Context: an optimization exercise on an open-source flow, tuned for small area and a short achievable clock period. The choices shown serve that exercise and are no tape-out recipe.
At most, simulation tests tie the RTL to the original design; equivalence was not proved.
Power and IR drop assume default switching activity.

Setup of run 1:
// kps_core
module kps_core #(
    parameter [7:0]  SENTINEL        = 8'hA5,
    parameter [3:0]  P_POS           = 4'b1001,
    parameter [3:0]  P_NEG           = 4'b0110,
    parameter [16:0] INIT_TICKS_FAST = 17'd50,
    parameter [16:0] INIT_TICKS_SLOW = 17'd1000
) (
    input  wire        clk,
    input  wire        rst,           
    input  wire        rx_valid,
    input  wire [39:0] rx_frame,
    output wire        rx_ready,
    input  wire        tick_fast,
    input  wire        tick_slow,
    output wire [3:0]  legs,
    output reg         tx_valid,
    output wire [39:0] tx_frame
);
    localparam [9:0]  DEF_FAST = INIT_TICKS_FAST * 10;
    localparam [13:0] DEF_SLOW = INIT_TICKS_SLOW / 10;
    reg        rdy;                   
    reg        op_start, op_rb_f, op_rb_s;
    reg        sel_f, sel_s, tx_ch;   
    reg        set_f, set_s;          
    reg [9:0]  per_f;
    reg [13:0] per_s;
    reg [7:0]  flg_f, flg_s;
    reg        run_mode;
    reg        ph_nz;                 
    reg        stop_req;
    reg        pos, neg;              
    reg        arm_f, arm_s;
    reg [9:1]  cnt_f;                 
    reg [3:0]  pre_s;                 
    reg [13:0] cnt_s;                 
    assign rx_ready = rdy;
    assign legs     = {pos, neg, neg, pos};
    assign tx_frame = {({8{sel_f}} & flg_f) | ({8{sel_s}} & flg_s),
                       2'b00,
                       ({4{sel_s}} & per_s[13:10]),
                       ({10{sel_f}} & per_f) | ({10{sel_s}} & per_s[9:0]),
                       7'h20, tx_ch, SENTINEL};
    wire [3:0]  rx_op  = rx_frame[15:12];
    wire        rx_ch  = rx_frame[8];
    wire [15:0] rx_val = rx_frame[31:16];
    wire        take   = rdy && rx_valid && rx_frame[7:0] == SENTINEL;
    wire        tk     = take && !rst;
    wire        we_f   = take && rx_op == 4'h1 && !rx_ch;
    wire        we_s   = take && rx_op == 4'h1 &&  rx_ch;
    wire        rx_stp = take && rx_op == 4'h3;
    function gt_const;
  ...
Size: about 84 flip-flops, about 91 I/O pins, about 0.0045 mm2 of cells after synthesis.
export LEC_CHECK = 0
export ABC_AREA = 1
export CAP_MARGIN = 20
export CORE_MARGIN = 2
export CORE_UTILIZATION = 40
export CTS_BUF_LIST = sky130_fd_sc_hd__clkbuf_8
export SETUP_SLACK_MARGIN = 5
export SLEW_MARGIN = 20
export TNS_END_PERCENT = 100
create_clock -name core_clock -period 8.0 [get_ports {clk}]
standard.sh (not shown) runs the stock make flow with config.mk's settings and CLKGATE_MAP_FILE= SYNTH_SCRIPT=/design/flow/synth_recipe.tcl, a recipe that flattens the netlist after the stock synthesis.
==> flow/flow/run.sh <==
#!/bin/bash
# Standard ORFS layout (the standard.sh) with the standard synthesis; the
# port buffers use buf_1 instead of the delay cell buffer_ports picks by
# default (every port still gets its own buffer).
set -euo pipefail
bash standard.sh synth > synth.log 2>&1
bash standard.sh "BUFFER_PORTS_ARGS=-buffer_cell sky130_fd_sc_hd__buf_1"  REMOVE_ABC_BUFFERS=1 finish > finish.log 2>&1
--- input diff run 1..run 2 ---
- changing CORE_UTILIZATION from 40 to 60
-- flow/flow/run.sh --
<<< run 1, line 5
set -euo pipefail
bash standard.sh synth > synth.log 2>&1
bash standard.sh "BUFFER_PORTS_ARGS=-buffer_cell sky130_fd_sc_hd__buf_1"  REMOVE_ABC_BUFFERS=1 finish > finish.log 2>&1
>>> run 2, line 5
set -euo pipefail
bash standard.sh synth > synth.log 2>&1
bash standard.sh "BUFFER_PORTS_ARGS=-buffer_cell sky130_fd_sc_hd__buf_1"  finish > finish.log 2>&1
Results
Between run 2 and run 1, worst setup slack is higher for run 1, run 2 comes in under that. Run 2 vs run 1, endpoint of the most critical setup path: tx_frame[33] vs tx_frame[20]. Diff run 2 and run 1: met1 usage higher in run 2. Proportion of final cell area spent on non-clock buffers, run 2 and run 1, higher one = run 2.
[inputs] run 3 vs run 2
- CORE_UTILIZATION: 60 -> 40
-- flow/flow/run.sh --
<<< run 2, line 5
set -euo pipefail
bash standard.sh synth > synth.log 2>&1
bash standard.sh "BUFFER_PORTS_ARGS=-buffer_cell sky130_fd_sc_hd__buf_1"  finish > finish.log 2>&1
>>> run 3, line 5
set -euo pipefail
bash standard.sh synth > synth.log 2>&1
bash standard.sh "BUFFER_PORTS_ARGS=-buffer_cell sky130_fd_sc_hd__buf_1"  SETUP_SLACK_MARGIN=5.25 finish > finish.log 2>&1
Results
- Relative to run 2, run 3 improves setup slack of the most critical reg-to-reg path.
- Run 3 — final instance area about 3.4% higher, run 2 as reference
- Compared with run 2, number of cells after detailed placement in run 3 increased by a few percent.
> inputs changed (run 3 -> run 4)
- removing ABC_AREA (formerly 1)
- changing SETUP_SLACK_MARGIN from 5 to 4.0
-- flow/flow/run.sh --
<<< run 3, line 5
set -euo pipefail
bash standard.sh synth > synth.log 2>&1
bash standard.sh "BUFFER_PORTS_ARGS=-buffer_cell sky130_fd_sc_hd__buf_1"  SETUP_SLACK_MARGIN=5.25 finish > finish.log 2>&1
>>> run 4, line 5
set -euo pipefail
bash standard.sh synth > synth.log 2>&1
bash standard.sh "BUFFER_PORTS_ARGS=-buffer_cell sky130_fd_sc_hd__buf_1"  finish > finish.log 2>&1
Findings:
Diff run 3 -> run 4: synthesized-area fraction occupied by xor and xnor cells +1.5 points, biggest fanout along the worst timing path +12.
Against run 3, first-pass GRT wire length in run 4 fell by more than 10%.
Leakage dissipation down about 23% in run 4 wrt run 3
Area taken by flip-flops and latches (run 4 vs. run 3) decreases slightly

* * *

## v6
kps_core, a different RTL version from the one above (not shown whole).
For scale: roughly 87 flip-flops, roughly 91 I/O pins, ~0.0051 mm^2 of cells after synthesis.
Settings: LEC_CHECK=0, ABC_AREA=1, CAP_MARGIN=20, CORE_MARGIN=2, CORE_UTILIZATION=40, SETUP_SLACK_MARGIN=5, SLEW_MARGIN=20, TNS_END_PERCENT=100; clock period 8.0 ns.
run.sh (not shown) runs the stock make flow with config.mk's settings and CLKGATE_MAP_FILE= SYNTH_SCRIPT=/design/flow/synth_recipe.tcl, a recipe that flattens the netlist after the stock synthesis.
Stock flow here: none of the scripts above is used.
Setup changes, v6 to v7
# v6
export LEC_CHECK = 0
export ABC_AREA = 1
export CAP_MARGIN = 20
export CORE_MARGIN = 2
export CORE_UTILIZATION = 40
export SETUP_SLACK_MARGIN = 5
export SLEW_MARGIN = 20
export TNS_END_PERCENT = 100
create_clock -name core_clock -period 8.0 [get_ports {clk}]
# v7
export LEC_CHECK = 0
export CAP_MARGIN = 20
export CORE_MARGIN = 2
export CORE_UTILIZATION = 40
export SETUP_SLACK_MARGIN = 5
export SLEW_MARGIN = 20
export TNS_END_PERCENT = 100
create_clock -name core_clock -period 8.0 [get_ports {clk}]
### Flow results
Run comparison: v7 termination of the worst setup path per_f[0]$_DFFE_PP_; v6 termination of the worst setup path tx_frame[37]. v7 ends up with a pre-CTS setup slack that is 530 ps lower than in v6. Delta (v7 minus v6): critical path depth higher, instance count after placement with tap cells included -28%.
No functional check of the RTL was part of any run of this note.

* * *

== build 4 ==
Another version of the RTL of kps_core (not shown whole).
Size in the first run: ~460 cells after synthesis, roughly 91 I/O pins.
// kps_core
module kps_core #(
    parameter [7:0]  SENTINEL        = 8'hA5,
    parameter [3:0]  P_POS           = 4'b1001,
    parameter [3:0]  P_NEG           = 4'b0110,
    parameter [16:0] INIT_TICKS_FAST = 17'd50,
    parameter [16:0] INIT_TICKS_SLOW = 17'd1000
) (
    input  wire        clk,
    input  wire        rst,           
    input  wire        rx_valid,
    input  wire [39:0] rx_frame,
    output wire        rx_ready,
    input  wire        tick_fast,
    input  wire        tick_slow,
    output wire [3:0]  legs,
    output reg         tx_valid,
    output wire [39:0] tx_frame
);
Settings: LEC_CHECK=0, ABC_CLOCK_PERIOD_IN_PS=1500, CAP_MARGIN=20, CORE_MARGIN=2, CORE_UTILIZATION=40, SETUP_SLACK_MARGIN=5, SLEW_MARGIN=20, TNS_END_PERCENT=100; clock period 8.0 ns.
Build 4 completed; timing, DRC and antenna clean
Setup changes, build 4 to build 39
- ABC_CLOCK_PERIOD_IN_PS: 1500 -> unset
Findings:
Synthesized area: build 39 vs build 4 identical
Diff build 39..build 4 | count of buffers from port buffering | unchanged
~same number of global-route vias before repair in build 39 and build 4
For build 85, these inputs were changed with respect to build 39:
- clearing TNS_END_PERCENT, which used to be 100
- clearing SETUP_SLACK_MARGIN, which used to be 5
Notes after the runs:
- The lower portion of total power attributed to combinational logic of build 39 and build 85 is in build 85.
- Going from build 39 to build 85, count of plain and timing-repair buffers fell 58, total power rose about 1.3%, depth of the worst register-to-register path rose 4, part of the cycle the worst path needs rose 16 points, count of cells resized by post-cts repair fell 188.
- Diff build 39 -> build 85 | clock group share of total power | increase of 1.7 points
- clkdlybuf4s50_1 as the leading cell type in the layout, fill and taps excluded was reported by build 85, and edfxtp_1 by build 39.
- Taking build 39 as the reference point, the layout overhead on the synthesized area of build 85 falls by 18 points.
- Compared with build 39, build 85 degrades register-to-register slack.
- Higher global-route wire length before repair among build 39 and build 85: build 39
No run of this note included a check of the RTL's function; only the layout flow was run.

* * *

kps_core with an RTL version that a note above also has.
Size in the first run: about 520 cells after synthesis, about 84 flip-flops, ~91 I/O pins.
==> flow/design.v (excerpt) <==
module kps_core #(
    parameter [7:0]  SENTINEL        = 8'hA5,
    parameter [3:0]  P_POS           = 4'b1001,
    parameter [3:0]  P_NEG           = 4'b0110,
    parameter [16:0] INIT_TICKS_FAST = 17'd50,
    parameter [16:0] INIT_TICKS_SLOW = 17'd1000
) (
    input  wire        clk,
    input  wire        rst,           
    input  wire        rx_valid,
    input  wire [39:0] rx_frame,
    output wire        rx_ready,
    input  wire        tick_fast,
    input  wire        tick_slow,
    output wire [3:0]  legs,
    output reg         tx_valid,
    output wire [39:0] tx_frame
);
==> flow/config.mk <==
export PLATFORM = sky130hd
export DESIGN_NAME = kps_core
export DESIGN_NICKNAME = kps_core
export VERILOG_FILES = /design/flow/design.v
export SDC_FILE = /design/flow/constraint.sdc
export NUM_CORES = 4
export LEC_CHECK = 0
export ABC_AREA = 1
export CAP_MARGIN = 0
export CORE_MARGIN = 2
export CORE_UTILIZATION = 40
export CTS_BUF_LIST = sky130_fd_sc_hd__clkbuf_8
export SETUP_SLACK_MARGIN = 5
export SLEW_MARGIN = 0
export TNS_END_PERCENT = 100
==> flow/constraint.sdc <==
create_clock -name core_clock -period 8.0 [get_ports {clk}]
set_input_delay 1.6000 -clock core_clock [delete_from_list [all_inputs] [get_ports {clk}]]
set_output_delay 1.6000 -clock core_clock [all_outputs]
set_load 0.01 [all_outputs]
standard.sh (not shown) runs the stock make flow with config.mk's settings and CLKGATE_MAP_FILE= SYNTH_SCRIPT=/design/flow/synth_recipe.tcl, a recipe that flattens the netlist after the stock synthesis.
==> flow/flow/run.sh <==
#!/bin/bash
# Standard ORFS layout (the standard.sh) with the standard synthesis; the
# port buffers use buf_1 instead of the delay cell buffer_ports picks by
# default (every port still gets its own buffer).
set -euo pipefail
bash standard.sh synth > synth.log 2>&1
bash standard.sh "BUFFER_PORTS_ARGS=-buffer_cell sky130_fd_sc_hd__buf_1"  finish > finish.log 2>&1
==> next run, changes <==
--- a/flow/config.mk
+++ b/flow/config.mk
@@ -6,10 +6,9 @@
 export NUM_CORES = 4
 export LEC_CHECK = 0
-export ABC_AREA = 1
-export CAP_MARGIN = 0
+export CAP_MARGIN = 20
 export CORE_MARGIN = 2
 export CORE_UTILIZATION = 40
 export CTS_BUF_LIST = sky130_fd_sc_hd__clkbuf_8
 export SETUP_SLACK_MARGIN = 5
-export SLEW_MARGIN = 0
+export SLEW_MARGIN = 20
 export TNS_END_PERCENT = 100
Effect: Worst setup slack got worse by 0.11 ns. Cell area drops slightly. Utilization went up by 2.2 points. Hold slack is worse by 0.013 ns. Wire length fell by a few percent.
==> next run, changes <==
--- a/flow/config.mk
+++ b/flow/config.mk
@@ -6,4 +6,5 @@
 export NUM_CORES = 4
 export LEC_CHECK = 0
+export ABC_AREA = 1
 export CAP_MARGIN = 20
 export CORE_MARGIN = 2
Outcome: Synthesized area increases by 8.2%; via count increases by 17%; hold slack is better by 0.013 ns; first-iteration DRC count went up by 89%; sequential cell count is unchanged; total power shrinks by 1.9%; fmax climbs by 4.0%.

* * *

The RTL this note starts from:
==> flow/design.v <==
module kps_core #(
    parameter [7:0]  SENTINEL        = 8'hA5,
    parameter [3:0]  P_POS           = 4'b1001,
    parameter [3:0]  P_NEG           = 4'b0110,
    parameter [16:0] INIT_TICKS_FAST = 17'd50,
    parameter [16:0] INIT_TICKS_SLOW = 17'd1000
) (
    input  wire        clk,
    input  wire        rst,           
    input  wire        rx_valid,
    input  wire [39:0] rx_frame,
    output wire        rx_ready,
    input  wire        tick_fast,
    input  wire        tick_slow,
    output wire [3:0]  legs,
    output reg         tx_valid,
    output wire [39:0] tx_frame
);
    localparam [9:0]  DEF_FAST = INIT_TICKS_FAST * 10;
    localparam [13:0] DEF_SLOW = INIT_TICKS_SLOW / 10;
    reg        rdy;                   
    reg        op_start, op_rb_f, op_rb_s;
    reg        sel_f, sel_s, tx_ch;   
    reg        set_f, set_s;          
    reg [9:0]  per_f;
    reg [13:0] per_s;
    reg [7:0]  flg_f, flg_s;
    reg        run_mode;
    reg        ph_nz;                 
    reg        stop_req;
    reg        pos, neg;              
    reg        arm_f, arm_s;
    reg [9:1]  cnt_f;                 
    reg [3:0]  pre_s;                 
    reg [13:0] cnt_s;                 
    assign rx_ready = rdy;
    assign legs     = {pos, neg, neg, pos};
    assign tx_frame = {({8{sel_f}} & flg_f) | ({8{sel_s}} & flg_s),
                       2'b00,
                       ({4{sel_s}} & per_s[13:10]),
                       ({10{sel_f}} & per_f) | ({10{sel_s}} & per_s[9:0]),
                       7'h20, tx_ch, SENTINEL};
    wire [3:0]  rx_op  = rx_frame[15:12];
    wire        rx_ch  = rx_frame[8];
    wire [15:0] rx_val = rx_frame[31:16];
    wire        take   = rdy && rx_valid && rx_frame[7:0] == SENTINEL;
    wire        tk     = take && !rst;
    wire        we_f   = take && rx_op == 4'h1 && !rx_ch;
    wire        we_s   = take && rx_op == 4'h1 &&  rx_ch;
    wire        rx_stp = take && rx_op == 4'h3;
    function gt_const;
        input [15:0] x;
        input [15:0] k;
        integer i;
        reg r;
        begin
            r = 1'b0;
            for (i = 0; i < 16; i = i + 1)
                r = k[i] ? (x[i] & r) : (x[i] | r);
            gt_const = r;
        end
    endfunction
    wire        f_lo = !gt_const(rx_val, 16'd9);
    wire        f_hi = gt_const(rx_val, 16'd1000);
    wire        s_lo = rx_val == 16'd0;
    wire        s_hi = gt_const(rx_val, 16'd10000);
    wire [9:0]  new_f = ({10{!f_lo && !f_hi}} & rx_val[9:0]) |
                        ({10{f_lo}} & 10'd10) | ({10{f_hi}} & 10'd1000);
    wire [13:0] new_s = ({14{!s_lo && !s_hi}} & rx_val[13:0]) |
                        ({14{s_lo}} & 14'd1) | ({14{s_hi}} & 14'd10000);
    wire [9:0]  peff_f = set_f ? per_f : DEF_FAST;
    wire [13:0] peff_s = set_s ? per_s : DEF_SLOW;
    wire start_ok = op_start && !run_mode;
    wire run1     = run_mode || start_ok;
    wire stop1    = stop_req && !start_ok;
    wire arm_f1   = arm_f || start_ok;
    wire arm_s1   = arm_s || start_ok;
    wire [9:0]  base_f = {cnt_f, peff_f[0]};
    wire [13:0] base_s = cnt_s;
    wire [3:0]  bpre_s = pre_s;
    wire        lt15   = base_f < 10'd15;
    wire        wrap_s = bpre_s == 4'd9;
    wire        last_s = wrap_s && base_s == 14'd1;
    wire        el_f   = tick_fast && arm_f1 && lt15;
    wire        tk_s   = tick_slow && arm_s1;
    wire        el_s   = tk_s && last_s;
    wire        f_act  = el_f && run1;
    wire        s_act  = el_s && run1;
    wire        sstop  = s_act && stop1;
    wire        rearm  = s_act && !stop1;
    wire [9:0]  dec_f  = base_f - 10'd10;
    wire [9:0]  tck_f  = !arm_f1 ? base_f : lt15 ? peff_f : dec_f;
    reg  [9:0]  n_cnt_f;
    reg  [13:0] n_cnt_s;
    reg  [3:0]  n_pre_s;
    reg         n_ph_nz;
    reg         n_pos, n_neg, n_arm_f;
    always @(*) begin
        if (s_act || !run1) n_cnt_f = peff_f;
        else if (tick_fast) n_cnt_f = tck_f;
        else                n_cnt_f = base_f;
        if (el_s || !run1) begin
            n_cnt_s = peff_s;
            n_pre_s = 4'd0;
        end else if (tk_s) begin
            n_cnt_s = wrap_s ? base_s - 14'd1 : base_s;
            n_pre_s = wrap_s ? 4'd0 : bpre_s + 4'd1;
        end else begin
            n_cnt_s = base_s;
            n_pre_s = bpre_s;
        end
        n_ph_nz = ph_nz && !start_ok;
        n_pos   = pos;
        n_neg   = neg;
        n_arm_f = arm_f1;
        if (f_act) begin
            if (!n_ph_nz) begin         
                n_pos = 1'b1; n_neg = 1'b0; n_ph_nz = 1'b1;
            end else if (pos) begin     
                n_pos = 1'b0; n_neg = 1'b1;
            end else begin              
                n_pos = 1'b0; n_neg = 1'b0; n_arm_f = 1'b0;
            end
        end
        if (s_act) begin
            n_ph_nz = 1'b0;
            if (!stop1) n_arm_f = 1'b1;
        end
    end
    always @(posedge clk) begin
        rdy       <= !tk;
        op_start  <= tk && rx_op == 4'h2;
        op_rb_f   <= tk && rx_op == 4'h4 && !rx_ch;
        op_rb_s   <= tk && rx_op == 4'h4 &&  rx_ch;
        tx_valid  <= (op_rb_f || op_rb_s) && !rst;
        sel_f     <= op_rb_f && set_f;
        sel_s     <= op_rb_s && set_s;
        tx_ch     <= op_rb_s;
        if (we_f) begin
            per_f <= new_f;
            flg_f <= rx_frame[39:32];
        end
        if (we_s) begin
            per_s <= new_s;
            flg_s <= rx_frame[39:32];
        end
        cnt_f <= n_cnt_f[9:1];
        cnt_s <= n_cnt_s;
        pre_s <= n_pre_s;
        if (rst) begin
            set_f    <= 1'b0;
            set_s    <= 1'b0;
            run_mode <= 1'b0;
            ph_nz    <= 1'b0;
            stop_req <= 1'b0;
            pos      <= 1'b0;
            neg      <= 1'b0;
            arm_f    <= 1'b0;
            arm_s    <= 1'b0;
        end else begin
            if (we_f) set_f <= 1'b1;
            if (we_s) set_s <= 1'b1;
            run_mode <= run1 && !sstop;
            ph_nz    <= n_ph_nz;
            stop_req <= (stop1 && !sstop) || rx_stp;
            pos      <= n_pos;
            neg      <= n_neg;
            arm_f    <= n_arm_f && !we_f;
            arm_s    <= arm_s1 && !sstop && !we_s;
        end
    end
endmodule
export LEC_CHECK = 0
export CAP_MARGIN = 20
export CORE_MARGIN = 2
export CORE_UTILIZATION = 40
export CTS_BUF_LIST = sky130_fd_sc_hd__clkbuf_8
export SETUP_SLACK_MARGIN = 4.6
export SLEW_MARGIN = 20
export TNS_END_PERCENT = 100
create_clock -name core_clock -period 8.0 [get_ports {clk}]
Scripts as last shown in full above: flow/flow/run.sh
The first run passed the timing, design-rule and antenna checks.
Rerun with:
Settings changed: ABC_AREA set to 1, PLACE_DENSITY set to 0.7, SETUP_SLACK_MARGIN 4.6 to 5.
Result: Setup slack improves by 300 ps; via count is higher by 22%; wire length went up by 18%; power climbs by 1.2%; clock-buffer cell count does not change.

-- re-timing with driven ports --
How much do the figures lean on ideal ports? The routed layouts below were timed once more, with nothing changed but the port constraints.
Step 1, drivers: a clkbuf_16 drives clk and a buf_2 each remaining input, both assumed.
Step 2 also shifts input and output timing later by t, the mid clock arrival at the registers, as if the neighbouring blocks saw the same clock.
Slacks: ideal / step 1 / step 2; pairs: ideal / step 1.
| run | shift t [ns] | slack for setup (ns) | hold WS [ns] |
|---|---|---|---|
| run 1 | 0.382 | 5.153 / 5.124 / 4.817 | 0.387 / 0.387 / 0.387 |
| run 2 | 0.378 | 5.083 / 5.052 / 4.826 | 0.379 / 0.379 / 0.379 |
| run 3 | 0.396 | 5.146 / 5.110 / 5.024 | 0.393 / 0.393 / 0.393 |
| run 4 | 0.385 | 4.786 / 4.754 / 4.484 | 0.381 / 0.381 / 0.381 |
| v6 | 0.391 | 4.924 / 4.881 / 4.670 | 0.409 / 0.409 / 0.409 |
| v7 | 0.385 | 4.747 / 4.749 / 4.364 | 0.447 / 0.447 / 0.447 |
| build 4 | 0.378 | 4.404 / 4.396 / 4.018 | 0.438 / 0.438 / 0.438 |
| build 39 | 0.378 | 4.404 / 4.396 / 4.018 | 0.438 / 0.438 / 0.438 |
| build 85 | 0.374 | 3.110 / 3.127 / 2.753 | 0.454 / 0.454 / 0.454 |
| the first run of note 4 | 0.393 | 5.160 / 5.125 / 4.877 | 0.402 / 0.402 / 0.402 |
| the second run of note 4 | 0.394 | 5.045 / 5.022 / 4.653 | 0.389 / 0.389 / 0.389 |
| the third run of note 4 | 0.393 | 5.160 / 5.125 / 4.877 | 0.402 / 0.402 / 0.402 |
| the first run of note 5 | 0.387 | 4.760 / 4.728 / 4.575 | 0.395 / 0.395 / 0.395 |
| the second run of note 5 | 0.385 | 5.055 / 5.065 / 4.680 | 0.400 / 0.400 / 0.400 |
After both steps setup and hold are still met in every run listed. For the second run of note 4, which loses most, drivers alone change the setup slack by -0.023 ns; drivers and shift together by -0.392 ns.
